Context: an optimization exercise on an open-source flow, tuned for small area, a short achievable clock period and few clock cycles. The choices shown serve that exercise and are no tape-out recipe.
RTL that was checked went through simulation tests only; none was proved equivalent to the original.
The RTL of run 5 was laid out without a check of its function.
No activity file was given, so power comes from the tool's default toggle rates.

[design/flow/config.mk]
export PLATFORM = sky130hd
export DESIGN_NAME = dot_core
export DESIGN_NICKNAME = dot_core
export VERILOG_FILES = /design/flow/design.v
export SDC_FILE = /design/flow/constraint.sdc
export NUM_CORES = 4
export LEC_CHECK = 0
export ABC_AREA = 1
export CAP_MARGIN = 20
export CORE_MARGIN = 2
export CORE_UTILIZATION = 60
export CTS_BUF_LIST = sky130_fd_sc_hd__clkbuf_16
export CTS_CLUSTER_DIAMETER = 80
export CTS_CLUSTER_SIZE = 30
export PLACE_DENSITY = 0.75
export SLEW_MARGIN = 70
[design/flow/constraint.sdc]
create_clock -name core_clock -period 30.0 [get_ports {clk}]
set_input_delay 6.0000 -clock core_clock [delete_from_list [all_inputs] [get_ports {clk}]]
set_output_delay 6.0000 -clock core_clock [all_outputs]
set_load 0.01 [all_outputs]
[design/flow/design.v]
module dot_core (
    input  wire        clk,
    input  wire        rst,           
    input  wire        op_valid,
    output wire        op_ready,
    input  wire [4:0]  op,
    input  wire [7:0]  arg_x,         
    input  wire [7:0]  arg_y,         
    input  wire        arg_state,
    input  wire [7:0]  arg_width,
    input  wire [7:0]  arg_height,
    input  wire [7:0]  arg_rows,      
    input  wire [7:0]  arg_addr,
    input  wire [7:0]  arg_data,
    input  wire [15:0] arg_level,     
    input  wire [7:0]  arg_button,
    input  wire [15:0] arg_fps,
    output wire        done,
    output reg         refused,
    output wire [31:0] result,
    output wire [7:0]  spr_addr,
    input  wire [7:0]  spr_data,
    input  wire        in_left,
    input  wire        in_right,
    input  wire [31:0] now_ms,
    output reg         din,
    output reg         sclk,
    output reg         cs_n
);
    localparam [4:0] OP_CLEAR      = 5'h01;
    localparam [4:0] OP_FILL       = 5'h02;
    localparam [4:0] OP_SETPIXEL   = 5'h03;
    localparam [4:0] OP_GETPIXEL   = 5'h04;
    localparam [4:0] OP_DRAWSPRITE = 5'h05;
    localparam [4:0] OP_SENDCMD    = 5'h09;
    localparam [4:0] OP_BEGIN      = 5'h0A;
    localparam [4:0] OP_SHOW       = 5'h0B;
    localparam [4:0] OP_SETBRIGHT  = 5'h0C;
    localparam [4:0] OP_UPDATE     = 5'h10;
    localparam [4:0] OP_PRESSED    = 5'h11;
    localparam [4:0] OP_RELEASED   = 5'h12;
    localparam [4:0] OP_HELD       = 5'h13;
    localparam [4:0] OP_CHORD      = 5'h14;
    localparam [4:0] OP_HOLDTIME   = 5'h15;
    localparam [4:0] OP_WAITFRAME  = 5'h18;
    localparam [4:0] OP_FRAMECOUNT = 5'h19;
    localparam [7:0] INTENSITY_DEFAULT = 8'h08;
    function [15:0] sub16;
        input [15:0] a, b;
        reg [15:0] g, p;
        reg [16:0] c;
        reg [3:0] gg, gp;
        integer k, m;
        begin
            g = a & ~b;
            p = a ^ ~b;
            for (k = 0; k < 4; k = k + 1) begin
                gg[k] = g[4*k+3] | (p[4*k+3] & (g[4*k+2] | (p[4*k+2] & (g[4*k+1] | (p[4*k+1] & g[4*k])))));
                gp[k] = p[4*k+3] & p[4*k+2] & p[4*k+1] & p[4*k];
            end
            c[0] = 1'b1;
            for (k = 0; k < 4; k = k + 1) begin
                for (m = 0; m < 3; m = m + 1)
                    c[4*k+m+1] = g[4*k+m] | (p[4*k+m] & c[4*k+m]);
                c[4*k+4] = gg[k] | (gp[k] & c[4*k]);
            end
            sub16 = p ^ c[15:0];
        end
    endfunction
    function [31:0] inc32;
        input [31:0] a;
        input ci;
        reg [7:0] ga;
        reg [31:0] c;
        integer k, m;
        begin
            for (k = 0; k < 8; k = k + 1) ga[k] = &a[4*k +: 4];
            for (k = 0; k < 8; k = k + 1) begin
                c[4*k] = (k == 0) ? ci : (c[4*k-4] & ga[k-1]);
                for (m = 1; m < 4; m = m + 1) c[4*k+m] = c[4*k+m-1] & a[4*k+m-1];
            end
            inc32 = a ^ c;
        end
    endfunction
    function ge10;
        input [9:0] a, b;
        reg [9:0] gt, eq;
        reg [4:0] gt1, eq1;
        reg [2:0] gt2, eq2;
        reg gt3, eq3;
        integer k;
        begin
            gt = a & ~b;
            eq = ~(a ^ b);
            for (k = 0; k < 5; k = k + 1) begin
                gt1[k] = gt[2*k+1] | (eq[2*k+1] & gt[2*k]);
                eq1[k] = eq[2*k+1] & eq[2*k];
            end
            gt2[0] = gt1[1] | (eq1[1] & gt1[0]);  eq2[0] = eq1[1] & eq1[0];
            gt2[1] = gt1[3] | (eq1[3] & gt1[2]);  eq2[1] = eq1[3] & eq1[2];
            gt2[2] = gt1[4];                       eq2[2] = eq1[4];
            gt3 = gt2[1] | (eq2[1] & gt2[0]);      eq3 = eq2[1] & eq2[0];
            ge10 = gt2[2] | (eq2[2] & (gt3 | eq3));
        end
    endfunction
    function lt8;
        input [7:0] a, b;
        reg [7:0] lt, eq;
        reg [3:0] lt1, eq1;
        reg [1:0] lt2, eq2;
        integer k;
        begin
            lt = ~a & b;
            eq = ~(a ^ b);
            for (k = 0; k < 4; k = k + 1) begin
                lt1[k] = lt[2*k+1] | (eq[2*k+1] & lt[2*k]);
                eq1[k] = eq[2*k+1] & eq[2*k];
            end
            lt2[0] = lt1[1] | (eq1[1] & lt1[0]);  eq2[0] = eq1[1] & eq1[0];
            lt2[1] = lt1[3] | (eq1[3] & lt1[2]);  eq2[1] = eq1[3] & eq1[2];
            lt8 = lt2[1] | (eq2[1] & lt2[0]);
        end
    endfunction
    reg rdy, stall, done_r;
    reg rdy_n;
    reg fire_o;
    wire fire_q_w;
    assign op_ready = rdy | fire_o;
    assign done     = done_r | fire_o;
    wire ready = !stall | fire_q_w;
    wire acc = op_valid & ready;
    reg [7:0]  fb [0:7];
    reg        curr_left, curr_right, last_left, last_right, chord_latch;
    reg [15:0] left_hold_g, right_hold_g;
    reg [15:0] last_sample_ts;
    reg [31:0] last_frame_ts;
    reg [31:0] frame_counter;
    reg [4:0]  op_q;
    reg        state_q;
    reg [7:0]  a_q, b_q;
    reg [3:0]  width_q;       
    reg [7:0]  height_q;
    reg        spr_bad_q;     
    reg  [3:0] res_hi_q;      
    reg [1:0]  btn_q;         
    wire       btn_ok   = (arg_button[7:2] == 6'd0);
    wire       lvl_neg  = arg_level[15];
    wire       lvl_big  = |arg_level[14:4];
    wire [7:0] bright   = lvl_neg ? 8'h00 : lvl_big ? 8'h0F : {4'h0, arg_level[3:0]};
    wire       wide     = (|arg_width[7:4]) | (arg_width[3] & (|arg_width[2:0]));
    wire       spr_step;
    wire       div_step;
    wire       fps_big;
    wire [9:0] d_q;
    wire [3:0] div_n0;
    wire [7:0] b_inc = b_q + 8'd1;
    wire [7:0] h_dec = height_q - 8'd1;
    always @(posedge clk) begin
        if (ready) begin
            op_q      <= op;
            state_q   <= (op[4] | op[3]) ? in_left : arg_state;
            a_q       <= op[3] ? (op[4] ? arg_fps[7:0]  : arg_addr)
                               : (op[4] ? now_ms[7:0]   : arg_x);
            b_q       <= op[3] ? (op[4] ? arg_fps[15:8] : (op[2] ? bright : arg_data))
                               : (op[4] ? now_ms[15:8]  : arg_y);
            width_q   <= (op[4] | op[3]) ? {3'b000, in_right} : arg_width[3:0];
            height_q  <= arg_height;
            spr_bad_q <= wide | lt8(arg_rows, arg_height);
            res_hi_q  <= {op == OP_FRAMECOUNT,
                          op[4] & op[3] & !op[1] & op[0],
                          op[4] & op[3] & !op[2] & op[0],
                          op[4] & op[3] & !op[2] & !op[1] & op[0]};
            btn_q     <= {!(btn_ok & !arg_button[1]), arg_button[0]};
        end else if (spr_step) begin
            b_q      <= b_inc;
            height_q <= h_dec;
        end else if (div_step) begin
            {height_q, btn_q} <= fps_big ? 10'd0 : d_q;
            width_q           <= wf_div ? width_q + 4'd1 : div_n0;
        end else if (wf_wait) begin
            a_q <= now_ms[7:0];
            b_q <= now_ms[15:8];
        end
    end
    reg one_cycle;       
    reg bad_op;
    always @(*) begin
        one_cycle = 1'b0;
        bad_op    = 1'b0;
        case (op)
            OP_CLEAR, OP_FILL, OP_SETPIXEL, OP_UPDATE,
            OP_PRESSED, OP_RELEASED, OP_HELD, OP_CHORD: one_cycle = 1'b1;
            OP_GETPIXEL, OP_DRAWSPRITE, OP_SENDCMD, OP_BEGIN, OP_SHOW,
            OP_SETBRIGHT, OP_HOLDTIME, OP_WAITFRAME, OP_FRAMECOUNT: one_cycle = 1'b0;
            default: begin one_cycle = 1'b1; bad_op = 1'b1; end
        endcase
    end
    wire pend_upd_w = pend && (op_q == OP_UPDATE);
    wire smp_left   = state_q;
    wire smp_right  = width_q[0];
    wire cur_l  = pend_upd_w ? smp_left  : curr_left;
    wire cur_r  = pend_upd_w ? smp_right : curr_right;
    wire lst_l  = pend_upd_w ? curr_left  : last_left;
    wire lst_r  = pend_upd_w ? curr_right : last_right;
    wire latch_now = (smp_left && smp_right) ? 1'b1 :
                     (!smp_left && !smp_right) ? 1'b0 : chord_latch;
    wire latch  = pend_upd_w ? latch_now : chord_latch;
    wire chord_now  = cur_l && cur_r;
    wire chord_last = lst_l && lst_r;
    wire [3:0] q_press = {1'b0, chord_now & !chord_last,
                          cur_r & !lst_r & !cur_l, cur_l & !lst_l & !cur_r};
    wire [3:0] q_rel   = {1'b0, chord_last & !chord_now,
                          lst_r & !cur_r & !latch, lst_l & !cur_l & !latch};
    wire [3:0] q_held  = {1'b0, chord_now, cur_r & !cur_l, cur_l & !cur_r};
    wire [3:0] q_sel   = (op[1:0] == 2'd1) ? q_press :
                         (op[1:0] == 2'd2) ? q_rel : q_held;
    wire [15:0] q_result = {15'h0, op[2] ? chord_now
                                         : (btn_ok & q_sel[arg_button[1:0]])};
    wire [15:0] hold_g  = btn_q[0] ? right_hold_g : left_hold_g;
    wire [15:0] hold_ms = {16{!btn_q[1]}} & sub16(last_sample_ts, hold_g);
    reg [15:0] res_lo;
    assign result = {frame_counter[31:28] & {4{res_hi_q[3]}},
                     frame_counter[27:24] & {4{res_hi_q[2]}},
                     frame_counter[23:20] & {4{res_hi_q[1]}},
                     frame_counter[19:16] & {4{res_hi_q[0]}}, res_lo};
    reg pend;            
    always @(posedge clk) begin
        if (rst) pend <= 1'b0;
        else     pend <= acc;
    end
    wire pend_clear = pend && (op_q == OP_CLEAR || op_q == OP_FILL || op_q == OP_BEGIN);
    wire pend_set   = pend && (op_q == OP_SETPIXEL);
    wire pend_get   = pend && (op_q == OP_GETPIXEL);
    wire pend_hold  = pend && (op_q == OP_HOLDTIME);
    wire pend_fc    = pend && (op_q == OP_FRAMECOUNT);
    wire pend_upd   = pend_upd_w;
    wire pend_begin = pend && (op_q == OP_BEGIN);
    wire pend_cmd   = pend && (op_q == OP_SENDCMD || op_q == OP_SETBRIGHT ||
                               op_q == OP_SHOW || op_q == OP_BEGIN);
    wire pend_wf    = pend && (op_q == OP_WAITFRAME);
    wire in_range = (a_q[7:3] == 5'd0) && (b_q[7:3] == 5'd0);
    wire fill_val = (op_q == OP_FILL) ? state_q : 1'b0;
    reg        tx_act;
    reg [1:0]  tx_part;       
    reg [1:0]  tx_phase;      
    reg [3:0]  tx_bit;
    reg [3:0]  seq_idx;
    wire [3:0] seq_last = (op_q == OP_BEGIN) ? 4'd12 : (op_q == OP_SHOW) ? 4'd7 : 4'd0;
    wire [2:0] rd_row = tx_act ? seq_idx[2:0] : b_q[2:0];
    wire [7:0] fb_row = fb[rd_row];
    wire [2:0] begin_row = seq_idx[2:0] - 3'd5;
    reg [15:0] cmd_word;
    always @(*) begin
        case (op_q)
            OP_SENDCMD:   cmd_word = {a_q, b_q};
            OP_SETBRIGHT: cmd_word = {8'h0A, b_q};
            OP_SHOW:      cmd_word = {4'h0, {1'b0, seq_idx[2:0]} + 4'd1, fb_row};
            default: begin
                case (seq_idx)
                    4'd0: cmd_word = 16'h0F00;
                    4'd1: cmd_word = 16'h0900;
                    4'd2: cmd_word = 16'h0B07;
                    4'd3: cmd_word = {8'h0A, INTENSITY_DEFAULT};
                    4'd4: cmd_word = 16'h0C01;
                    default: cmd_word = {4'h0, {1'b0, begin_row} + 4'd1, 8'h00};
                endcase
            end
        endcase
    end
    wire tx_bit_val = cmd_word[~tx_bit];
    reg        spr_act;
    reg [7:0]  sy;
    assign spr_addr = sy;
    wire spr_skip = spr_bad_q || (height_q == 8'd0) || (width_q == 4'd0) ||
                    (!b_q[7] && (|b_q[6:3])) ||               
                    (!a_q[7] && (|a_q[6:3])) ||               
                    ( a_q[7] && (!(&a_q[6:3]) || (a_q[2:0] == 3'd0)));   
    wire row_ok   = (b_q[7:3] == 5'd0);
    wire spr_wr   = spr_act && !spr_skip && row_ok;
    wire spr_end  = spr_skip || (height_q == 8'd1) || (b_q == 8'd7);
    wire spr_pre  = (height_q == 8'd2) || (b_q == 8'd6);    
    assign spr_step = spr_act && !spr_end;
    wire [2:0] rot_n = a_q[2:0];
    wire [7:0] rot1 = rot_n[0] ? {spr_data[6:0], spr_data[7]} : spr_data;
    wire [7:0] rot2 = rot_n[1] ? {rot1[5:0], rot1[7:6]} : rot1;
    wire [7:0] rot4 = rot_n[2] ? {rot2[3:0], rot2[7:4]} : rot2;
    wire [4:0] x_end = {a_q[3], a_q[3:0]} + {1'b0, width_q};    
    reg  [7:0] col_mask;
    integer wi;
    always @(*)
        for (wi = 0; wi < 8; wi = wi + 1)
            col_mask[wi] = (a_q[7] || (wi >= a_q[2:0])) &&
                           !x_end[4] && (x_end[3:0] > wi);
    wire [7:0] spr_cols = rot4 & col_mask;
    reg        wf_div;        
    reg        wf_wait;       
    reg        fire_q;        
    assign fire_q_w = fire_q;
    wire [10:0] div_r = res_lo[10:0];
    wire [9:0]  div_q = {height_q, btn_q};
    wire [3:0]  div_n = width_q;
    wire [15:0] fps_full = {b_q, a_q};
    wire [9:0]  fps_lo   = fps_full[9:0];
    wire        fps_zero = (fps_full == 16'd0);
    assign      fps_big  = (|fps_full[15:10]) ||
                           ((&fps_full[9:5]) && (fps_full[4] || (fps_full[3] && (|fps_full[2:0]))));
    wire        f_ge32 = |fps_lo[9:5];
    wire        f_ge16 = fps_lo[4];
    wire [10:0] dr_0   = f_ge32 ? 11'd31  : f_ge16 ? 11'd15  : 11'd0;
    wire [9:0]  dq_0   = f_ge32 ? 10'd256 : f_ge16 ? 10'd640 : 10'd1000;
    assign      div_n0 = f_ge32 ? 4'd6    : f_ge16 ? 4'd5    : 4'd1;
    wire [10:0] dr_in = wf_div ? div_r : dr_0;
    wire [9:0]  dq_in = wf_div ? div_q : dq_0;
    wire [10:0] d_t   = {dr_in[9:0], dq_in[9]};
    reg  [11:0] d_bw;
    reg  [10:0] d_diff;
    integer di;
    always @(*) begin
        d_bw[0] = 1'b0;
        for (di = 0; di < 11; di = di + 1) begin
            d_diff[di]  = d_t[di] ^ (di < 10 ? fps_lo[di] : 1'b0) ^ d_bw[di];
            d_bw[di+1]  = (!d_t[di] & ((di < 10 ? fps_lo[di] : 1'b0) | d_bw[di])) |
                          ((di < 10 ? fps_lo[di] : 1'b0) & d_bw[di]);
        end
    end
    wire        d_ge  = !d_bw[11];
    wire [10:0] d_r   = d_ge ? d_diff : d_t;
    assign      d_q   = {dq_in[8:0], d_ge};
    assign      div_step = (pend_wf && !fps_zero) || wf_div;
    reg  [10:0] tl_sum;
    reg  [10:0] tl_c;
    integer ti;
    always @(*) begin
        tl_c[0] = 1'b0;
        for (ti = 0; ti < 10; ti = ti + 1) begin
            tl_sum[ti] = last_frame_ts[ti] ^ div_q[ti] ^ tl_c[ti];
            tl_c[ti+1] = (last_frame_ts[ti] & div_q[ti]) | (tl_c[ti] & (last_frame_ts[ti] ^ div_q[ti]));
        end
        tl_sum[10] = tl_c[10];
    end
    wire        win_cross = tl_sum[10];
    reg  [21:0] hi_flip;
    integer fi;
    always @(*) begin
        hi_flip[0] = 1'b1;
        for (fi = 1; fi < 22; fi = fi + 1) hi_flip[fi] = hi_flip[fi-1] & last_frame_ts[fi+9];
    end
    wire [21:0] hi_x   = now_ms[31:10] ^ last_frame_ts[31:10];
    wire        eq_a   = (hi_x == 22'd0);
    wire        eq_b   = (hi_x == hi_flip);
    wire        ge_ll  = ge10(now_ms[9:0], last_frame_ts[9:0]);
    wire        lt_tl  = !ge10(now_ms[9:0], tl_sum[9:0]);
    wire        in_win = win_cross ? ((eq_a & ge_ll) | (eq_b & lt_tl)) : (eq_a & ge_ll & lt_tl);
    wire        frame_due = !in_win;
    wire        wf_fire = wf_wait && !fire_q && frame_due;
    wire [31:0] fc_inc = inc32(frame_counter, fire_q);
    wire       fb_wdata = pend_clear ? fill_val : (pend_set ? state_q : 1'b1);
    wire       row_any  = (pend_set && in_range) || spr_wr;
    wire [7:0] row_sel  = {8{pend_clear}} | ({8{row_any}} & (8'd1 << b_q[2:0]));
    wire [7:0] col_sel  = {8{pend_clear}} | (pend_set ? (8'd1 << a_q[2:0]) : spr_cols);
    wire [7:0] row_set  = row_sel & {8{fb_wdata}};
    wire [7:0] row_clr  = row_sel & {8{!fb_wdata}};
    integer i, j;
    always @(posedge clk) begin
        for (i = 0; i < 8; i = i + 1)
            for (j = 0; j < 8; j = j + 1)
                fb[i][j] <= (fb[i][j] & !(row_clr[i] & col_sel[j])) | (row_set[i] & col_sel[j]);
    end
    always @(posedge clk) begin
        done_r <= 1'b0;
        rdy_n   = rdy;
        if (fire_q) rdy_n = 1'b1;
        if (pend_get || pend_hold || pend_fc) begin
            done_r    <= 1'b1;
            refused <= 1'b0;
            res_lo  <= pend_get  ? {15'h0, in_range & fb_row[a_q[2:0]]} :
                       pend_hold ? hold_ms : frame_counter[15:0];
            rdy_n      = 1'b1;
        end
        if (pend_upd) begin
            last_left      <= curr_left;
            last_right     <= curr_right;
            curr_left      <= smp_left;
            curr_right     <= smp_right;
            chord_latch    <= latch_now;
            last_sample_ts <= {b_q, a_q};
            if (!smp_left)  left_hold_g  <= {b_q, a_q};
            if (!smp_right) right_hold_g <= {b_q, a_q};
        end
        if (pend_begin) begin
            curr_left   <= smp_left;
            curr_right  <= smp_right;
            last_left   <= smp_left;
            last_right  <= smp_right;
            chord_latch <= latch_now;
        end
        if (spr_act) begin
            if (spr_end) begin
                spr_act <= 1'b0;
                sy      <= 8'h0;
                if (spr_skip || sy == 8'd0) begin
                    done_r    <= 1'b1;
                    refused <= spr_bad_q;
                    rdy_n      = 1'b1;
                end
            end else begin
                sy <= sy + 8'd1;
                if (spr_pre) begin
                    done_r    <= 1'b1;
                    refused <= 1'b0;
                    rdy_n      = 1'b1;
                end
            end
        end
        if (acc) begin
            rdy_n      = one_cycle;
            done_r    <= one_cycle;
            refused <= bad_op;
            res_lo  <= q_result;
            if (op == OP_DRAWSPRITE) spr_act <= 1'b1;
        end
        if (pend_cmd) begin
            cs_n     <= 1'b0;
            tx_act   <= 1'b1;
            tx_part  <= 2'd0;
            tx_phase <= 2'd0;
            tx_bit   <= 4'd0;
            seq_idx  <= 4'd0;
        end else if (tx_act) begin
            if (tx_part == 2'd0) begin
                case (tx_phase)
                    2'd0: begin
                        sclk     <= 1'b0;
                        tx_phase <= 2'd1;
                    end
                    2'd1: begin
                        din      <= tx_bit_val;
                        tx_phase <= 2'd2;
                    end
                    default: begin
                        sclk     <= 1'b1;
                        tx_phase <= 2'd0;
                        tx_bit   <= tx_bit + 4'd1;
                        if (tx_bit == 4'd15) tx_part <= 2'd1;
                    end
                endcase
            end else if (tx_part == 2'd1) begin
                cs_n <= 1'b1;
                if (seq_idx == seq_last) begin
                    tx_act  <= 1'b0;
                    done_r    <= 1'b1;
                    refused <= 1'b0;
                    rdy_n      = 1'b1;
                end else begin
                    tx_part <= 2'd2;
                    seq_idx <= seq_idx + 4'd1;
                end
            end else begin
                cs_n    <= 1'b0;
                tx_part <= 2'd0;
            end
        end
        if (pend_wf) begin
            if (fps_zero) begin
                done_r    <= 1'b1;
                refused <= 1'b1;
                rdy_n      = 1'b1;
            end else if (fps_big) begin
                wf_wait <= 1'b1;
            end else begin
                res_lo[10:0] <= d_r;
                wf_div       <= 1'b1;
            end
        end
        if (wf_div) begin
            res_lo[10:0] <= d_r;
            if (div_n == 4'd9) begin
                wf_div  <= 1'b0;
                wf_wait <= 1'b1;
            end
        end
        fire_q <= wf_fire;
        fire_o <= wf_wait && !fire_o && frame_due;
        if (wf_wait && !fire_q) res_lo <= now_ms[31:16];
        if (fire_q) last_frame_ts <= {res_lo, b_q, a_q};
        frame_counter <= fc_inc;
        if (fire_q) wf_wait <= 1'b0;
        if (rst) begin
            rdy_n           = 1'b1;
            done_r         <= 1'b0;
            curr_left      <= 1'b0;
            curr_right     <= 1'b0;
            last_left      <= 1'b0;
            last_right     <= 1'b0;
            chord_latch    <= 1'b0;
            left_hold_g    <= 16'h0;
            right_hold_g   <= 16'h0;
            last_sample_ts <= 16'h0;
            last_frame_ts  <= 32'h0;
            frame_counter  <= 32'h0;
            spr_act        <= 1'b0;
            sy             <= 8'h0;
            tx_act         <= 1'b0;
            wf_div         <= 1'b0;
            wf_wait        <= 1'b0;
            fire_q         <= 1'b0;
            fire_o         <= 1'b0;
            din            <= 1'b0;
            sclk           <= 1'b1;
            cs_n           <= 1'b1;
        end
        rdy   <= rdy_n;
        stall <= !rdy_n;
    end
endmodule
[design/flow/flow/run.sh]
#!/bin/bash
# The standard layout, with a plain buffer cell on every input and output
# port in place of the delay cell that buffer_ports picks by default.
set -euo pipefail
export BUFFER_PORTS_ARGS="-buffer_cell sky130_fd_sc_hd__buf_1"
bash standard.sh > standard.log 2>&1
[design/flow/standard.sh]
#!/bin/bash
# synth_recipe.tcl (not shown) runs the flow's synth.tcl, then flattens the netlist and writes it again
# the make line also repeats each setting of config.mk as NAME=value (left out here)
make -C /OpenROAD-flow-scripts/flow DESIGN_CONFIG=/design/flow/config.mk WORK_HOME=/design/flow/orfs CLKGATE_MAP_FILE= SYNTH_SCRIPT=/design/flow/synth_recipe.tcl "${@:-finish}"
==> results of run 1 <==
-- cells in the final DEF, fill, tap and decap left out, types with 16 or more instances in the layout --
cell and instances:
clkbuf_16 17, a21oi_1 141, o21ai_0 293, nand3_1 107, nor2_1 248, dfxtp_1 224
nand4_1 31, nand2_1 351, inv_2 19, buf_2 16, xor2_1 39, xnor2_1 23
fa_1 30, o22ai_1 21, ha_1 90, o211ai_1 25, nor3_1 21, edfxtp_1 46
inv_1 303, buf_1 191
-- area by class of cell --
class                      count  area, µm²  area share
multi-input combinational   1617       9573      0.5119
sequential                   272       5911      0.3161
inverter                     328       1241     0.06637
timing repair buffer         224      955.9     0.05112
tap                          378      473.0     0.02529
clock buffer                  17      425.4     0.02275
clock inverter                11      116.4    0.006222
antenna                        2      5.005   0.0002676
-- path summary, 6_finish.rpt --
path                  to         from  slack, ns
max               fire_o    now_ms[0]      22.60
min          tx_phase[0]  tx_phase[0]       0.48
max reg2reg    res_lo[8]       b_q[0]      23.29
min reg2reg  tx_phase[0]  tx_phase[0]       0.48
-- critical path, stage by stage --
cell      delay (ns)
buf_1           0.11
ha_1            0.30
o21ai_0         0.15
nand2_1         0.07
a21oi_1         0.14
nor2_1          0.06
nor2_1          0.14
o21a_1          0.13
o21ai_0         0.08
a21boi_1        0.28
nand2_1         0.09
nor2_1          0.09
nand4_1         0.08
nand2_1         0.09
nor2_1          0.04
-- layer usage --
| layer | share of wire | up-vias | GRT usage |
|---|---|---|---|
| li1 | - | 8015 | - |
| met1 | 0.42 | 7750 | 0.4730 |
| met2 | 0.45 | 807 | 0.5636 |
| met3 | 0.086 | 140 | 0.04418 |
| met4 | 0.041 | 2 | 0.1345 |
| met5 | 0.00025 | - | 0 |
-- logic make-up after synthesis --
family,Yosys count,share of synthesized area
xor gates and xnor gates,62,0.03221
DFF,272,0.3503
AOI/OAI and AO/OA,593,0.2011
muxes,13,0.007793
adders and majority gates,120,0.1024
buffers and inverters,405,0.09151
and+or+nand+nor,829,0.2147
-- power groups by stage --
| stage | clock [µW] | sequential (µW) | combinational, µW |
|---|---|---|---|
| floorplan | 0 | 460 | 210 |
| global placement | 0 | 478 | 278 |
| detailed placement | 0 | 473 | 300 |
| CTS | 256 | 465 | 302 |
| global route | 268 | 472 | 345 |
| finish | 253 | 466 | 311 |
-- per-stage QoR --
step / hold slack, ns / worst slack (ns) / utilization
after detailed placement: 0.4454 / 22.05 / 0.6530
after CTS: 0.4699 / 22.60 / 0.6725
after global routing: 0.5036 / 22.43 / 0.6749
final: 0.4762 / 22.60 / 0.6750
after floorplan: 0.4283 / 22.53 / -
after global placement: 0.4378 / 21.90 / 0.6432
-- flip-flops by register name (all words and copies together) (netlist names), 8 cells and up --
register	cells
right_hold_g	16
left_hold_g	16
b_q	8
sy	8
res_lo	16
frame_counter	32
height_q	8
fb	64
last_sample_ts	16
last_frame_ts	32
a_q	8
==> summary.md, run 1 <==
| Metric | Value |
|---|---|
| Hold-fix buffers, CTS | `0` |
| DP Cell Count | `2816` |
| Die area | `0.02946 mm²` |
| Worst reg2reg path depth | `25` |
| Largest cells by area after synthesis | `dfxtp_1 27%, o21ai_0 8.8%, edfxtp_1 8.2%` |
| Synth cell count leaders | `355 x nand2_1, 317 x inv_1, 295 x o21ai_0, 256 x nor2_1, 226 x dfxtp_1` |
| Buffers on Ports | `192` |
| Clk network pwr share | `0.246` |
| Cell Area, Synth | `approximately 0.017 mm²` |
| Setup bufs post-CTS | `0` |
| Net switching power | `about 390 µW` |
| Setup-failing EPs final | `0` |
| Iter 0 DRT Violations | `1855` |
| Fillers | `2435` |
| Worst min-delay path class | `register to register` |
| Post-route antenna net violation count | `0` |
| Total of max-cap violations | `0` |
| DR DRC count | `0` |
| Tot Pwr | `1030 µW` |
| Most used flip-flop cell after synthesis | `dfxtp_1` |
| Clock root cell | `clkbuf_16` |
| CTS resizes | `0` |
| # IOs | `193` |
| Post-synth EDFFs | `46` |
| Final hold viol count | `0` |
| Detailed Routing Iterations Pass 1 | `5` |
| Largest net degree at the start of global routing | `75` |
| Yosys Warn Count | `2` |
| Logic gate share of total power | `0.301` |
| Peak VDD IR | `0.03729 mV` |
| Power Internal | `641.3 µW` |
| Placeable Area | `around 0.028 mm²` |
| Critical Path RT | `30.43 ns` |
| Clk slew on worst S/H paths | `0.11 ns` |
| Total nets after synthesis | `2561` |
| Slew Limit Fails | `0` |
| Gpl congestion | `0.9545` |
| Row cnt | `61` |
| Clock latency on the worst-skew pair | `0.54 ns` |
| Vias per cell | `approximately 5.9` |
| Total clock sinks | `272` |
| PD cells | `55.08 mW/mm²` |
| Die Wd | `171.6 µm` |
| Final non-filler cell total | `2849` |
| Max_slew headroom | `0.6632` |
| TritonCTS Buffers | `16` |
| Global route total overflow | `0` |
| Synth-to-Final Area Change | `10.92%` |
| Switching part of the total power | `0.3774` |
| Seq cells post-synth | `272` |
| Per-cell routed wire length | `between 15 and 20 µm` |
| Sequential share of power | `0.453` |
| Routed WL | `51.43 mm` |
| Design area | `about 0.019 mm²` |
| Initial antenna violation count | `3` |
| Final period utilization | `0.2466` |
| Syn Area/Cell | `7.349 µm²` |
| Sequential area share after synthesis | `0.3503` |
| Most numerous cell in the Yosys netlist | `nand2_1` |
| Post-Route Skew | `around 0.026 ns` |
| Vias in the first global route | `roughly 15000` |
| Hold Path Stages | `2` |
| Share of layout cells above drive strength 1 | `0.06480` |
| Ys async rst share | `0` |
| Startpoint types | `input port` |
| Post-DP HPWL | `a little under 40 mm` |
| CP max FO | `3` |
| Area post-placement | `0.01809 mm²` |
| Yosys top cell area share | `0.2684` |
| Gr usage total | `0.3476` |
| CTS tree | `done` |
| CP endpoint kind | `register` |
| RSZ-0062 raised after global routing | `false` |
| Die Ht | `171.6 µm` |
| Nets | `2726` |
| Distinct cells, synth | `65` |
| First-pass GRT wire length | `80.94 mm` |
| Setup TNS | `0 ns` |
| Leak pwr | `0.008277 µW` |
| Kind of critical path | `input port to register` |
| F_max | `roughly 140 MHz` |
| Worst slew pin tran | `0.4989 ns` |
| Post-Synthesis Cells | `2294` |
| Initial Util | `0.6085` |
| Area leader, netlist | `dfxtp_1` |
| CP Data Arrival Time | `7.83 ns` |
| Clock Path Buffers | `3` |
| Clock period minus worst slack | `7.399 ns` |
| DR vias | `16714` |
| CTS H-tree depth | `1` |
| Status | `timing/DRC/antenna clean` |
Testbench counts, summed over its fixed seeds: cycles 109,762.
==> run 2: changes to the inputs <==
--- a/design/flow/config.mk
+++ b/design/flow/config.mk
@@ -9,8 +9,8 @@
 export CAP_MARGIN = 20
 export CORE_MARGIN = 2
-export CORE_UTILIZATION = 60
+export CORE_UTILIZATION = 55
 export CTS_BUF_LIST = sky130_fd_sc_hd__clkbuf_16
 export CTS_CLUSTER_DIAMETER = 80
-export CTS_CLUSTER_SIZE = 30
-export PLACE_DENSITY = 0.75
-export SLEW_MARGIN = 70
+export CTS_CLUSTER_SIZE = 24
+export PLACE_DENSITY = 0.7
+export SLEW_MARGIN = 75
==> run 2 against run 1 <==
  * Still clean on timing, DRC and antenna
  * Hold slack lost 0.0082 ns
  * Cell count is 0.91% higher
  * Cell area is 1.5% higher
  * Synthesized cell count unchanged
  * Sequential share of layout area is 0.45 points lower
  * Critical path type unchanged
  * Combinational power increased by 2%
  * Wire length rose by 2.3%
  * Setup slack better by 0.0042 ns
  * Sequential power is essentially flat
  * Fmax about the same
  * Register-to-register slack better by 0.15 ns
  * Via count shrank 0.47%
==> summary.md, run 2 <==
| Metric | Value |
|---|---|
| Status | `timing/DRC/antenna clean` |
| CP bufs+invs | `1` |
| Yosys Warn Count | `2` |
| Global route total overflow | `0` |
| Clock latency on the worst-skew pair | `0.53 ns` |
| Routed WL | `52.61 mm` |
| CTS H-tree depth | `1` |
| CTS resizes | `0` |
| Slowest stage cell, crit path | `ha_1` |
| Nets | `2735` |
| Initial antenna violation count | `0` |
| Synth Area in Adders | `0.1024` |
| Clock Path Buffers | `3` |
| # IOs | `about 190` |
| Largest family of logic cells by synthesized area | `simple AND/OR/NAND/NOR gates` |
| Leak pwr | `around 0.0084 µW` |
| Post-DP HPWL | `40.04 mm` |
| CP top delay family | `compound AO/OA/AOI/OAI gates` |
| Vias per cell | `5.786` |
| Die Ht | `179.1 µm` |
| Share of layout cells above drive strength 1 | `0.07624` |
| Largest Register | `fb` |
| Met2 global-route usage | `0.5498` |
| Cell Area, Synth | `0.01686 mm²` |
| Row cnt | `64` |
| Met3 Use GR | `0.03796` |
| Die area | `0.03207 mm²` |
| Largest net degree at the start of global routing | `46` |
| Commonest non-fill, non-tap cell in the layout | `nand2_1` |
| Setup bufs post-CTS | `0` |
| RSZ-0062 raised after global routing | `false` |
| Final period utilization | `0.2465` |
| CP endpoint kind | `register` |
| Max reg flops | `64` |
| Area leader, netlist | `dfxtp_1` |
| Per-cell routed wire length | `18.30 µm` |
| TritonCTS Buffers | `18` |
| Detailed Routing Iterations Pass 1 | `6` |
| Distinct cells, synth | `65` |
| Design area | `0.01898 mm²` |
| Setup-failing EPs final | `0` |
| Diode count | `0` |
| CP Data Arrival Time | `7.82 ns` |
| Synth cell count leaders | `355 x nand2_1, 317 x inv_1, 295 x o21ai_0, 256 x nor2_1, 226 x dfxtp_1` |
| Vias in the first global route | `15352` |
| Setup TNS | `0 ns` |
| F_max | `135.2 MHz` |
| Most frequent cell on the critical path | `nor2_1` |
| Post-Route Skew | `0.02258 ns` |
| Area post-placement | `0.01831 mm²` |
| Sequential area share after synthesis | `0.3503` |
| Yosys top cell area share | `0.2684` |
| Hold-fix buffers, CTS | `0` |
| Total of max-cap violations | `0` |
| Most numerous cell in the Yosys netlist | `nand2_1` |
| Largest cells by area after synthesis | `dfxtp_1 27%, o21ai_0 8.8%, edfxtp_1 8.2%` |
| Final hold viol count | `0` |
| Most used flip-flop cell after synthesis | `dfxtp_1` |
| Post-Synthesis Cells | `2294` |
| Iter 0 DRT Violations | `1664` |
| CTS tree | `done` |
| Die Wd | `between 150 and 200 µm` |
| Clock root cell | `clkbuf_16` |
| Critical Path RT | `roughly 30 ns` |
| Most frequent cells in the layout | `347 x nand2_1, 295 x inv_1, 291 x o21ai_0, 245 x nor2_1, 223 x dfxtp_1` |
| Startpoint types | `input port` |
| Synth-to-Final Area Change | `12.59%` |
| Portion of netlist area occupied by mux cells | `0.007793` |
| Peak VDD IR | `~0.033 mV` |
| M1 GR Usage | `0.4334` |
| PD cells | `55.29 mW/mm²` |
| Setup ws final | `approximately 23 ns` |
| Total clock sinks | `roughly 270` |
| Worst slew pin tran | `0.4098 ns` |
| DR vias | `16635` |
| Initial Util | `0.5555` |
| Pre-CTS setup slack | `21.97 ns` |
| Fillers | `approximately 2800` |
| CP max FO | `3` |
| Clk slew on worst S/H paths | `0.10 ns` |
| Total nets after synthesis | `2561` |
| Clock period minus worst slack | `7.394 ns` |
| Slew Limit Fails | `0` |
| Gpl congestion | `0.9728` |
| Gr usage total | `0.3268` |
| Max_slew headroom | `0.7268` |
| Buffers on Ports | `around 190` |
| CP peak stage delay | `between 0.2 and 0.3 ns` |
| Critical Path, Cell by Cell | `buf_1 -> ha_1 -> o21ai_0 -> nand2_1 -> a21oi_1 -> nor2_1 -> nor2_1 -> o21a_1 -> o21ai_0 -> a21boi_1 -> nand2_1 -> nor2_1 -> nand4_1 -> nand2_1 -> nor2_1` |
| Kind of critical path | `input port to register` |
| Xor/xnor share of the synthesized area | `0.03221` |
| First-pass GRT wire length | `81.91 mm` |
| Biggest regs | `fb (64), frame_counter (32), last_frame_ts (32)` |
| Worst min-delay path class | `register to register` |
| Placeable Area | `0.03035 mm²` |
| Seq cells post-synth | `272` |
| Busiest grt layer | `met2` |
| Syn Area/Cell | `~7.3 µm²` |
| Compound-Gate Fraction of Synth Area | `0.2011` |
| Post-synth EDFFs | `46` |
| Post-route antenna net violation count | `0` |
| Simple-gate area share of the yosys netlist | `0.2147` |
| Ys async rst share | `0` |
| DR DRC count | `0` |
[run 2: report_power, final]
part | total [µW] | internal (µW) | switching, µW
combinational | 318 | 108 | 210
clock | 266 | 122 | 144
sequential | 466 | 426 | 39.8
total | 1050 | 656 | 394
[run 2: cell families after synthesis]
family / Yosys count
fa+ha+maj: 120
compound gates: 593
simple gates: 829
buf+inv: 405
xor+xnor: 62
flops: 272
mux: 13
[run 2: layout make-up]
class,count,area (µm²),share of cell area
multi-input cells,1617,9687,0.5103
well taps,396,495.5,0.02610
clock inverters,12,118.9,0.006262
repair buffers,231,1041,0.05484
clock buffers,19,475.5,0.02505
inverters,328,1250,0.06585
flip-flops and latches,272,5914,0.3116
[run 2: path summary, 6_finish.rpt]
path / endpoint / slack, ns / startpoint / cells after the start
worst max-delay path: fire_o / 22.61 / now_ms[0] / 15
worst max register to register: res_lo[8] / 23.44 / a_q[6] / 26
worst min register to register: fb[5][0] / 0.47 / fb[5][0] / 2
worst min-delay path: fb[5][0] / 0.47 / fb[5][0] / 2
[run 2: worst register-to-register path, delay by kind of cell, from the launching register on]
kind	cells	cell delay, ns
flip-flops	1	0.48
AND/OR/NAND/NOR	5	0.82
AO/OA/AOI/OAI	5	0.53
buffers and inverters	6	0.88
adder cells (fa/ha/maj)	10	3.76
[run 2: through the flow]
step	power, µW	hold WS, ns	util	std cells
floorplan	669.9	0.4283	-	2294
global placement	760.2	0.4386	0.5884	2817
detailed placement	780.3	0.4470	0.6034	2843
CTS	1043	0.4704	0.6230	2874
global route	1107	0.4966	0.6255	2875
finish	1050	0.4680	0.6255	2875
[run 2: metal layers]
layer	vias to the layer above	share of wire
met3	109	0.078
met2	754	0.46
met5	-	0
li1	8025	-
met1	7747	0.42
met4	0	0.037
==> run 3: changes to the inputs <==
--- a/design/flow/config.mk
+++ b/design/flow/config.mk
@@ -9,8 +9,8 @@
 export CAP_MARGIN = 20
 export CORE_MARGIN = 2
-export CORE_UTILIZATION = 55
+export CORE_UTILIZATION = 65
 export CTS_BUF_LIST = sky130_fd_sc_hd__clkbuf_16
 export CTS_CLUSTER_DIAMETER = 80
-export CTS_CLUSTER_SIZE = 24
-export PLACE_DENSITY = 0.7
-export SLEW_MARGIN = 75
+export CTS_CLUSTER_SIZE = 30
+export PLACE_DENSITY = 0.8
+export SLEW_MARGIN = 60
==> run 3 against run 2 <==
  * Cell count down 3.2%
  * Clock-buffer cell count down 4
  * Still clean on timing, DRC and antenna
  * Sequential power about the same
  * Register-to-register slack worse by 0.20 ns
  * Setup slack worse by 0.15 ns
  * Clock skew down 0.0076 ns
  * Critical path depth unchanged
  * Fmax down 1.9%
  * First-iteration DRC count up 13%
==> summary.md, run 3 <==
| Metric | Value |
|---|---|
| Total clock sinks | `approximately 270` |
| CTS tree | `done` |
| Compound-Gate Fraction of Synth Area | `0.2011` |
| Simple-gate area share of the yosys netlist | `0.2147` |
| Multi-input gate area | `0.009513 mm²` |
| CTS H-tree depth | `1` |
| Area leader, netlist | `dfxtp_1` |
| Seq cells post-synth | `272` |
| Most frequent cell on the critical path | `nor2_1` |
| Clk slew on worst S/H paths | `0.10 ns` |
| TritonCTS Buffers | `15` |
| Met2 wire length | `23.26 mm` |
| Total nets after synthesis | `about 2600` |
| Top sig layer | `met4` |
| Setup TNS | `0 ns` |
| Gpl congestion | `0.9863` |
| PD cells | `54.44 mW/mm²` |
| Metal3 WL | `slightly above 5 mm` |
| Most numerous cell in the Yosys netlist | `nand2_1` |
| Peak VDD IR | `0.05633 mV` |
| Hold Slack | `0.4695 ns` |
| Gr usage total | `0.3744` |
| Slew Limit Fails | `0` |
| Setup-failing EPs final | `0` |
| Post-route antenna net violation count | `0` |
| CP startpoint | `now_ms[0]` |
| Initial antenna violation count | `2` |
| Synth Area in Adders | `0.1024` |
| Flop-to-flop setup slack | `23.24 ns` |
| Initial Util | `0.6656` |
| CP Data Arrival Time | `7.96 ns` |
| Setup bufs post-CTS | `0` |
| Most frequent cells in the layout | `352 x nand2_1, 313 x inv_1, 295 x o21ai_0, 250 x nor2_1, 225 x dfxtp_1` |
| Sequential area share after synthesis | `0.3503` |
| Die area | `~0.027 mm²` |
| Portion of netlist area occupied by mux cells | `0.007793` |
| Cell Area, Synth | `0.01686 mm²` |
| DR DRC count | `0` |
| CP endpoint kind | `register` |
| FF-to-FF Start | `b_q[1]` |
| Placeable Area | `0.02533 mm²` |
| Buffers on Ports | `192` |
| Synth-to-Final Area Change | `9.062%` |
| Yosys top cell area share | `0.2684` |
| Max_slew headroom | `0.5852` |
| Critical Path RT | `~30 ns` |
| DP Cell Count | `2753` |
| RR Endpoint | `res_lo[8]` |
| Vias per cell | `around 6.0` |
| Die Ht | `165.0 µm` |
| Largest family of logic cells by synthesized area | `simple AND/OR/NAND/NOR gates` |
| Xor/xnor share of the synthesized area | `0.03221` |
| Vias in the first global route | `roughly 15000` |
| Setup ws final | `22.46 ns` |
| CP max FO | `3` |
| Clock Path Buffers | `3` |
| Share of layout cells above drive strength 1 | `0.05018` |
| Global route total overflow | `0` |
| Distinct cells, synth | `65` |
| Leak pwr | `0.008183 µW` |
| Setup crit end | `fire_q` |
| Post-synth EDFFs | `46` |
| CP peak stage delay | `0.38 ns` |
| Per-cell routed wire length | `18.41 µm` |
| Syn Area/Cell | `between 7 and 8 µm²` |
| F_max | `132.6 MHz` |
| DRT met1 WL | `20.68 mm` |
| Final non-filler cell total | `2783` |
| Max reg flops | `64` |
| Clock period minus worst slack | `~7.5 ns` |
| Row cnt | `58` |
| Biggest regs | `fb (64), frame_counter (32), last_frame_ts (32)` |
| Worst min-delay path class | `register to register` |
| Worst reg2reg path depth | `25` |
| Hold-fix buffers, CTS | `0` |
| Routed WL | `between 50 and 60 mm` |
| Post-Synthesis Cells | `2294` |
| Startpoint types | `input port` |
| Status | `timing/DRC/antenna clean` |
| CTS resizes | `0` |
| Largest Register | `fb` |
| Pre-CTS setup slack | `21.91 ns` |
| Nets | `2710` |
| Final period utilization | `0.2514` |
| Sequential Area | `~0.0059 mm²` |
| Critical Path, Cell by Cell | `buf_1 -> ha_1 -> o21ai_0 -> nand2_1 -> a21oi_1 -> nor2_1 -> nor2_1 -> o21a_1 -> o21ai_0 -> a21boi_0 -> nand2_1 -> nor2_1 -> nand4_1 -> nand2_1 -> nor2_1` |
| Utilization after layout | `0.7260` |
| Iter 0 DRT Violations | `1881` |
| Yosys Warn Count | `2` |
| Clock root cell | `clkbuf_16` |
| Most used flip-flop cell after synthesis | `dfxtp_1` |
| Detailed Routing Iterations Pass 1 | `6` |
| DR vias | `16709` |
| Largest net degree at the start of global routing | `75` |
| Kind of critical path | `input port to register` |
| Worst slew pin tran | `approximately 0.62 ns` |
| Slowest stage cell, crit path | `a21boi_0` |
| Fillers | `2158` |
| Synth cell count leaders | `355 x nand2_1, 317 x inv_1, 295 x o21ai_0, 256 x nor2_1, 226 x dfxtp_1` |
| # IOs | `193` |
| Post-Route Skew | `between 0.01 and 0.015 ns` |
| Post-DP HPWL | `around 38 mm` |
| Total of max-cap violations | `0` |
| Clock latency on the worst-skew pair | `0.51 ns` |
| Ys async rst share | `0` |
| Largest cells by area after synthesis | `dfxtp_1 27%, o21ai_0 8.8%, edfxtp_1 8.2%` |
| RSZ-0062 raised after global routing | `false` |
| Commonest non-fill, non-tap cell in the layout | `nand2_1` |
| Final hold viol count | `0` |
| Die Wd | `165.0 µm` |
| First-pass GRT wire length | `80.00 mm` |
run 3: cell counts after synthesis:
Identical to the previous run, type by type.
run 3: logic make-up (layout without fill, tap and decap cells):
family,Yosys count,count (layout)
DFF,272,272
muxes,13,13
other,0,2
buffers and inverters,405,562
AOI/OAI and AO/OA,593,593
xor gates and xnor gates,62,62
and+or+nand+nor,829,829
adders and majority gates,120,120
run 3: area by class of cell:
| class | count | share of cell area |
|---|---|---|
| Clock buffer | 15 | 0.02042 |
| Clock inverter | 10 | 0.004287 |
| Timing Repair Buffer | 209 | 0.04689 |
| Inverter | 328 | 0.06703 |
| Multi-Input combinational cell | 1617 | 0.5174 |
| Sequential cell | 272 | 0.3213 |
| Antenna cell | 2 | 0.0002722 |
| Tap cell | 330 | 0.02246 |
run 3: power breakdown:
group	leakage, µW	switching [µW]	internal (µW)
clock	0.000228	134	96.6
combinational	0.00563	201	102
sequential	0.00232	42.0	426
total	0.00818	377	624
run 3: worst min path at each step:
stage,from,end,depth (start not counted)
final,tx_phase[0],tx_phase[0],2
after global routing,fb[4][0],fb[4][0],2
after CTS,tx_phase[0],tx_phase[0],2
after detailed placement,fb[2][0],fb[2][0],2
after global placement,fb[6][0],fb[6][0],2
after floorplan,fb[1][0],fb[1][0],2
run 3: worst max-delay path: cells and delay by family:
family | cells | cell delay [ns]
AO/OA/AOI/OAI | 5 | 0.87
adder cells (fa/ha/maj) | 1 | 0.30
buffers and inverters | 1 | 0.12
AND/OR/NAND/NOR | 8 | 0.66
run 3: metrics by stage:
stage,instance area [µm²],total power [µW]
2_1_floorplan,16860,669.9
3_3_place_gp,17770,754.2
3_5_place_dp,17860,766.7
4_1_cts,18310,991.3
5_1_grt,18390,1055
6_report,18390,1001
run 3: routing by layer:
metal  up-vias  global-route usage
met4         0              0.1399
met3       154             0.06529
met5         -                   0
li1       7983                   -
met1      7735              0.4979
met2       837              0.6110
==> run 4: changes to the inputs <==
--- a/design/flow/config.mk
+++ b/design/flow/config.mk
@@ -14,3 +14,3 @@
 export CTS_CLUSTER_SIZE = 30
 export PLACE_DENSITY = 0.8
-export SLEW_MARGIN = 60
+export SLEW_MARGIN = 70
==> run 4 against run 3 <==
  * Area after synthesis unchanged
  * Highest routed layer is now met5
  * Cell area is 0.76% higher
  * Hold slack improved by 0.00052 ns
  * Register-to-register slack gained 0.20 ns
==> summary.md, run 4 <==
| Metric | Value |
|---|---|
| Status | `timing/DRC/antenna clean` |
| Detailed Routing Iterations Pass 1 | `6` |
| Placeable Area | `0.02533 mm²` |
| Post-Synthesis Cells | `2294` |
| Flop-to-flop setup slack | `23.44 ns` |
| CTS H-tree depth | `1` |
| CP endpoint kind | `register` |
| Seq cells post-synth | `around 270` |
| Critical Path, Cell by Cell | `buf_1 -> ha_1 -> o21ai_0 -> nand2_1 -> a21oi_1 -> nor2_1 -> nor2_1 -> o21a_1 -> o21ai_0 -> a21boi_1 -> nand2_1 -> nor2_1 -> nand4_1 -> nand2_1 -> nor2_1` |
| Gpl congestion | `roughly 0.99` |
| Setup-failing EPs final | `0` |
| Synth-to-Final Area Change | `9.893%` |
| Yosys top cell area share | `0.2684` |
| CP max FO | `3` |
| Post-synth EDFFs | `46` |
| Die Ht | `165.0 µm` |
| Largest net degree at the start of global routing | `75` |
| Syn Area/Cell | `7.349 µm²` |
| Yosys Warn Count | `2` |
| Worst min-delay path class | `register to register` |
| Peak VDD IR | `0.05875 mV` |
| Row cnt | `58` |
| Clock period minus worst slack | `7.444 ns` |
| First-pass GRT wire length | `79.27 mm` |
| DR DRC count | `0` |
| Most frequent cell on the critical path | `nor2_1` |
| Ys async rst share | `0` |
| Slew Limit Fails | `0` |
| Post-route antenna net violation count | `0` |
| Post-Route Skew | `0.01697 ns` |
| Per-cell routed wire length | `18.26 µm` |
| Routed WL | `a little over 50 mm` |
| DR vias | `16749` |
| Buffers on Ports | `192` |
| CTS tree | `done` |
| CP startpoint | `now_ms[0]` |
| # IOs | `around 190` |
| Nets | `roughly 2700` |
| Iter 0 DRT Violations | `1857` |
| Total of max-cap violations | `0` |
| Initial Util | `0.6656` |
| CP Data Arrival Time | `7.86 ns` |
| Biggest regs | `fb (64), frame_counter (32), last_frame_ts (32)` |
| Total nets after synthesis | `around 2600` |
| Share of layout cells above drive strength 1 | `0.06014` |
| Most numerous cell in the Yosys netlist | `nand2_1` |
| Most used flip-flop cell after synthesis | `dfxtp_1` |
| CTS resizes | `0` |
| TritonCTS Buffers | `15` |
| Clock root cell | `clkbuf_16` |
| Total clock sinks | `272` |
| Slowest stage cell, crit path | `ha_1` |
| Vias in the first global route | `15114` |
| Kind of critical path | `input port to register` |
| Clk slew on worst S/H paths | `0.11 ns` |
| Setup TNS | `0 ns` |
| Final hold viol count | `0` |
| RSZ-0062 raised after global routing | `false` |
| Vias per cell | `5.995` |
| Cell Area, Synth | `between 0.015 and 0.02 mm²` |
| Largest cells by area after synthesis | `dfxtp_1 27%, o21ai_0 8.8%, edfxtp_1 8.2%` |
| Synth cell count leaders | `355 x nand2_1, 317 x inv_1, 295 x o21ai_0, 256 x nor2_1, 226 x dfxtp_1` |
| Initial antenna violation count | `5` |
| Setup bufs post-CTS | `0` |
| Setup crit end | `fire_q` |
| RR Endpoint | `res_lo[8]` |
| Area leader, netlist | `dfxtp_1` |
| FF-to-FF Start | `a_q[7]` |
| Post-DP HPWL | `around 39 mm` |
| Worst slew pin tran | `~0.45 ns` |
| CP peak stage delay | `0.30 ns` |
| Largest Register | `fb` |
| Leak pwr | `0.008222 µW` |
| Die Wd | `165.0 µm` |
| Clock Path Buffers | `3` |
| Final period utilization | `0.2481` |
| F_max | `134.3 MHz` |
| Max reg flops | `64` |
| Global route total overflow | `0` |
| Clock latency on the worst-skew pair | `0.51 ns` |
| Hold Slack | `0.4701 ns` |
| Sequential area share after synthesis | `0.3503` |
| Commonest non-fill, non-tap cell in the layout | `nand2_1` |
| Most frequent cells in the layout | `351 x nand2_1, 305 x inv_1, 293 x o21ai_0, 248 x nor2_1, 224 x dfxtp_1` |
| Distinct cells, synth | `65` |
| Startpoint types | `input port` |
| Die area | `about 0.027 mm²` |
| Max_slew headroom | `0.6977` |
| Hold-fix buffers, CTS | `0` |
| Worst reg2reg path depth | `25` |
| PD cells | `54.03 mW/mm²` |
| Critical Path RT | `between 30 and 40 ns` |
| Gr usage total | `0.3723` |
## run 4: cell counts after synthesis
No cell type changed its count.
## run 4: worst min path at each step
stage	start	endpoint	slack, ns	cells past startpoint
after CTS	tx_phase[0]	tx_phase[0]	0.47	2
after global placement	fb[6][0]	fb[6][0]	0.44	2
after detailed placement	fb[1][0]	fb[1][0]	0.45	2
after floorplan	fb[1][0]	fb[1][0]	0.43	2
final	tx_phase[0]	tx_phase[0]	0.47	2
after global routing	fb[0][0]	fb[0][0]	0.49	2
## run 4: layout make-up
type                    count  area, µm²
diodes                      3      7.507
clock buffers              15      375.4
clock inverters            10      77.57
fillers                  2134       6800
inverters                 328       1242
multi-input cells        1617       9580
flip-flops and latches    272       5911
well taps                 330      412.9
repair buffers            219      919.6
## run 4: report_power, final
group | switching (µW) | leakage (µW) | total [µW] | internal [µW]
combinational | 204 | 0.00567 | 308 | 104
sequential | 39.3 | 0.00232 | 465 | 426
clock | 132 | 0.000228 | 228 | 95.9
total | 375 | 0.00822 | 1000 | 626
## run 4: stage by stage
stage | area [µm²] | std cells | util | setup WS [ns] | total power [µW]
2_1_floorplan | 16860 | 2294 | - | 22.53 | 669.9
3_3_place_gp | 17770 | 2751 | 0.7018 | 21.88 | 754.2
3_5_place_dp | 18000 | 2764 | 0.7108 | 22.03 | 770.4
4_1_cts | 18450 | 2789 | 0.7286 | 22.57 | 992.5
5_1_grt | 18530 | 2794 | 0.7315 | 22.37 | 1057
6_report | 18530 | 2794 | 0.7315 | 22.56 | 1001
## run 4: cell families after synthesis
kind of cell / count (synthesis) / synth area share
and+or+nand+nor: 829 / 0.2147
AOI/OAI and AO/OA: 593 / 0.2011
buffers and inverters: 405 / 0.09151
DFF: 272 / 0.3503
adders and majority gates: 120 / 0.1024
xor gates and xnor gates: 62 / 0.03221
muxes: 13 / 0.007793
## run 4: routing by layer
| metal | wire, µm | vias to the layer above | global-route usage | part of all wire |
|---|---|---|---|---|
| met5 | 77 | - | 0.01894 | 0.0015 |
| met4 | 2429 | 6 | 0.1668 | 0.048 |
| met3 | 5124 | 158 | 0.05902 | 0.10 |
| met2 | 22960 | 850 | 0.5936 | 0.45 |
| met1 | 20420 | 7733 | 0.4979 | 0.40 |
| li1 | - | 8002 | - | - |
## run 4: critical path: cells and delay by family
| kind | cells | cell delay (ns) |
|---|---|---|
| compound gates | 5 | 0.77 |
| simple gates | 8 | 0.67 |
| fa+ha+maj | 1 | 0.30 |
| buf+inv | 1 | 0.11 |
==> run 5: changes to the inputs <==
--- a/design/flow/design.v
+++ b/design/flow/design.v
@@ -124,8 +124,7 @@
     reg rdy, stall, done_r;
     reg rdy_n;
-    reg fire_o;
     wire fire_q_w;
-    assign op_ready = rdy | fire_o;
-    assign done     = done_r | fire_o;
+    assign op_ready = rdy | fire_q_w;
+    assign done     = done_r | fire_q_w;
     wire ready = !stall | fire_q_w;
     wire acc = op_valid & ready;
@@ -295,5 +294,6 @@
     reg        wf_div;        
     reg        wf_wait;       
-    reg        fire_q;        
+    reg        wf_arm, win_a_q, win_b_q;
+    wire       fire_q = wf_arm && !win_a_q && !win_b_q;
     assign fire_q_w = fire_q;
     wire [10:0] div_r = res_lo[10:0];
@@ -351,7 +351,6 @@
     wire        ge_ll  = ge10(now_ms[9:0], last_frame_ts[9:0]);
     wire        lt_tl  = !ge10(now_ms[9:0], tl_sum[9:0]);
-    wire        in_win = win_cross ? ((eq_a & ge_ll) | (eq_b & lt_tl)) : (eq_a & ge_ll & lt_tl);
-    wire        frame_due = !in_win;
-    wire        wf_fire = wf_wait && !fire_q && frame_due;
+    wire        win_a  = eq_a & ge_ll & (win_cross | lt_tl);
+    wire        win_b  = win_cross & eq_b & lt_tl;
     wire [31:0] fc_inc = inc32(frame_counter, fire_q);
     wire       fb_wdata = pend_clear ? fill_val : (pend_set ? state_q : 1'b1);
@@ -480,6 +479,7 @@
             end
         end
-        fire_q <= wf_fire;
-        fire_o <= wf_wait && !fire_o && frame_due;
+        wf_arm  <= wf_wait && !fire_q;
+        win_a_q <= win_a;
+        win_b_q <= win_b;
         if (wf_wait && !fire_q) res_lo <= now_ms[31:16];
         if (fire_q) last_frame_ts <= {res_lo, b_q, a_q};
@@ -504,6 +504,5 @@
             wf_div         <= 1'b0;
             wf_wait        <= 1'b0;
-            fire_q         <= 1'b0;
-            fire_o         <= 1'b0;
+            wf_arm         <= 1'b0;
             din            <= 1'b0;
             sclk           <= 1'b1;
--- a/design/flow/config.mk
+++ b/design/flow/config.mk
@@ -9,8 +9,8 @@
 export CAP_MARGIN = 20
 export CORE_MARGIN = 2
-export CORE_UTILIZATION = 65
+export CORE_UTILIZATION = 60
 export CTS_BUF_LIST = sky130_fd_sc_hd__clkbuf_16
 export CTS_CLUSTER_DIAMETER = 80
 export CTS_CLUSTER_SIZE = 30
-export PLACE_DENSITY = 0.8
-export SLEW_MARGIN = 70
+export PLACE_DENSITY = 0.75
+export SLEW_MARGIN = 60
==> run 5 against run 4 <==
  * Sequential share of layout area shrank 0.34 points
  * Non-clock buffer count grew 1
  * Critical path type is now register to output port
  * Die area grew 10%
  * Fmax shrank 4.9%
  * Sequential power grew 0.9%
  * Area after synthesis grew 1.9%
  * Combinational power shrank 4%
  * First-iteration DRC count shrank 6.1%
  * Via count grew 2.5%
  * Critical path depth shrank 11
  * Clock skew grew 0.0055 ns
  * Global-route usage shrank 2.1 points
  * Highest routed layer is now met4
==> summary.md, run 5 <==
| Metric | Value |
|---|---|
| Nets | `about 2800` |
| Setup-failing EPs final | `0` |
| Initial antenna violation count | `0` |
| Final hold viol count | `0` |
| Routed WL | `around 55 mm` |
| Largest net degree at the start of global routing | `65` |
| Post-route antenna net violation count | `0` |
| Yosys top cell area share | `0.2645` |
| Kind of critical path | `register to output port` |
| Logic gate share of total power | `0.298` |
| First-pass GRT wire length | `84.59 mm` |
| CP peak stage delay | `around 0.39 ns` |
| Syn Area/Cell | `7.264 µm²` |
| Post-Route Skew | `between 0.02 and 0.025 ns` |
| Setup ws final | `22.17 ns` |
| Clock latency on the worst-skew pair | `0.52 ns` |
| Gpl congestion | `0.9567` |
| Per-cell routed wire length | `18.83 µm` |
| Leak pwr | `0.008241 µW` |
| Clk network pwr share | `0.230` |
| Seq cells post-synth | `273` |
| Post-DP HPWL | `41.18 mm` |
| F_max | `127.8 MHz` |
| Post-synth EDFFs | `46` |
| Hold Crit Endpoint | `fb[4][2]` |
| Worst reg2reg path depth | `26` |
| DR vias | `17168` |
| CP Data Arrival Time | `about 1.8 ns` |
| Slew Limit Fails | `0` |
| Setup bufs post-CTS | `0` |
| Sequential share of power | `0.472` |
| Clk slew on worst S/H paths | `0.10 ns` |
| Gr usage total | `0.3517` |
| Hold Path Stages | `2` |
| Initial Util | `0.6133` |
| Critical Path, Cell by Cell | `nor3_4 -> buf_4 -> or2_2 -> buf_1` |
| Slowest stage cell, crit path | `dfxtp_1` |
| Critical Path RT | `24.00 ns` |
| Synth cell count leaders | `513 x nand2_1, 257 x inv_1, 227 x dfxtp_1, 221 x nor2_1, 179 x o21ai_0` |
| Post-Synthesis Cells | `~2400` |
| Startpoint types | `register` |
| Switching part of the total power | `0.3736` |
| # IOs | `approximately 190` |
| Distinct cells, synth | `69` |
| Worst slew pin tran | `0.5960 ns` |
| Iter 0 DRT Violations | `about 1700` |
| Die Wd | `173.2 µm` |
| Critical path depth | `4` |
| FF-to-FF Start | `a_q[6]` |
| Commonest non-fill, non-tap cell in the layout | `nand2_1` |
| Clock root cell | `clkbuf_16` |
| Net switching power | `between 300 and 400 µW` |
| RR Endpoint | `res_lo[1]` |
| Largest cells by area after synthesis | `dfxtp_1 26%, nand2_1 11%, edfxtp_1 8.0%` |
| Global route total overflow | `0` |
| CTS H-tree depth | `1` |
| CTS tree | `done` |
| CTS resizes | `0` |
| Clock Path Buffers | `3` |
| Ys async rst share | `0` |
| Hold-fix buffers, CTS | `0` |
| Most numerous cell in the Yosys netlist | `nand2_1` |
| Biggest regs | `fb (64), frame_counter (32), last_frame_ts (32)` |
| Die area | `0.03000 mm²` |
| Area leader, netlist | `dfxtp_1` |
| Final period utilization | `0.2609` |
| Sequential area share after synthesis | `0.3449` |
| Cell Area, Synth | `0.01718 mm²` |
| CP endpoint kind | `output port` |
| Die Ht | `173.2 µm` |
| Worst min-delay path class | `register to register` |
| PD cells | `52.87 mW/mm²` |
| Largest Register | `fb` |
| Detailed Routing Iterations Pass 1 | `6` |
| RSZ-0062 raised after global routing | `false` |
| Total of max-cap violations | `0` |
| Vias per cell | `5.908` |
| CP max FO | `9` |
| Power Internal | `621.9 µW` |
| Total clock sinks | `273` |
| Setup TNS | `0 ns` |
| Peak VDD IR | `around 0.053 mV` |
| Vias in the first global route | `15891` |
| Synth-to-Final Area Change | `9.293%` |
| Most frequent cells in the layout | `512 x nand2_1, 254 x inv_1, 226 x dfxtp_1, 216 x nor2_1, 190 x buf_1` |
| Flop-to-flop setup slack | `23.28 ns` |
| Total nets after synthesis | `around 2600` |
| TritonCTS Buffers | `15` |
| Row cnt | `61` |
| Diode count | `0` |
| DR DRC count | `0` |
| Placeable Area | `0.02801 mm²` |
| Pre-CTS setup slack | `22.17 ns` |
| Status | `timing/DRC/antenna clean` |
| Clock period minus worst slack | `7.826 ns` |
| CP bufs+invs | `2` |
| Yosys Warn Count | `2` |
| CP top delay family | `simple AND/OR/NAND/NOR gates` |
| Share of layout cells above drive strength 1 | `0.06685` |
| Max_slew headroom | `0.6027` |
| Max reg flops | `64` |
| Hold Startpoint | `fb[4][2]` |
| Most used flip-flop cell after synthesis | `dfxtp_1` |
| Buffers on Ports | `about 190` |
==> run 5: how the worst max path moves through the flow <==
stage | slack, ns | to | from
6_report | 22.17 | op_ready | win_b_q
3_3_place_gp | 21.82 | fb[6][1] | spr_data[6]
4_1_cts | 22.20 | op_ready | win_b_q
3_5_place_dp | 22.17 | fb[1][1] | spr_data[7]
5_1_grt | 22.08 | op_ready | win_b_q
2_1_floorplan | 22.77 | fb[1][4] | spr_data[7]
==> run 5: cell type report <==
type | count | area, µm²
clock buffers | 15 | 375.4
clock inverters | 10 | 78.83
fillers | 2551 | 9235
inverters | 293 | 1102
multi-input cells | 1717 | 9868
flip-flops and latches | 273 | 5927
well taps | 378 | 473.0
repair buffers | 220 | 950.9
==> run 5: metrics by stage <==
stage | hold WS (ns) | power (µW) | utilization | instance area, µm² | instances
CTS | 0.4627 | 984.1 | 0.6696 | 18760 | 2905
floorplan | 0.4266 | 662.8 | - | 17180 | 2365
global placement | 0.4381 | 749.3 | 0.6479 | 18150 | 2869
finish | 0.4614 | 992.7 | 0.6703 | 18780 | 2906
detailed placement | 0.4470 | 762.1 | 0.6534 | 18300 | 2880
global route | 0.4778 | 1044 | 0.6703 | 18780 | 2906
==> run 5: kinds of logic (layout without fill, tap and decap cells) <==
kind of cell	after synthesis	after routing	share of synthesized area
compound gates	545	545	0.1840
xor+xnor	55	55	0.02804
fa+ha+maj	119	119	0.09978
buf+inv	375	538	0.08470
flops	273	273	0.3449
mux	20	20	0.01180
simple gates	978	978	0.2468
==> run 5: per-layer routing <==
layer / global-route usage / part of all wire / vias up
met2: 0.5725 / 0.46 / 823
met5: 0 / 0 / -
met4: 0.1469 / 0.044 / 0
met1: 0.4672 / 0.41 / 7990
met3: 0.05526 / 0.089 / 145
li1: - / - / 8210
==> run 5: worst min-delay path: stages, from the launching register on <==
cell     delay (ns)
dfxtp_1        0.32
nand2_1        0.05
o21ai_1        0.05
==> run 5: power by group through the flow <==
stage          registers [µW]  logic, µW  clock network [µW]
3_5_place_dp              475        287                   0
2_1_floorplan             461        202                   0
6_report                  469        296                 228
3_3_place_gp              478        271                   0
5_1_grt                   474        328                 242
4_1_cts                   467        288                 229

afterwards: timing with drivers on the ports:
The results above use ideal ports. As a check the final layouts listed here were re-extracted and re-timed, cells and wires unchanged.
Step 1 sets driving cells, clkbuf_16 on the clock port and buf_2 on the other inputs (assumed; they add their load-dependent delay and slew).
Step 2 moves the port delays by t, midway between the first and last clock arrival at a register: inputs arrive t later, outputs are due t later. That takes back most of the time a late clock gives input paths.
Slacks: ideal / step 1 / step 2; pairs: ideal / step 1.
| run | t, ns | setup WS [ns] | worst setup path at the end |
|---|---|---|---|
| run 1 | 0.575 | 22.601 / 22.610 / 22.060 | input to register |
| run 2 | 0.574 | 22.606 / 22.637 / 22.063 | input to register |
| run 3 | 0.555 | 22.459 / 22.485 / 21.930 | input to register |
| run 4 | 0.548 | 22.556 / 22.580 / 22.032 | input to register |
| run 5 | 0.558 | 22.174 / 22.122 / 22.087 | input to register |
After both steps setup and hold are still met in every run listed. For run 2, which loses most, drivers alone change the setup slack by +0.031 ns; drivers and shift together by -0.543 ns.
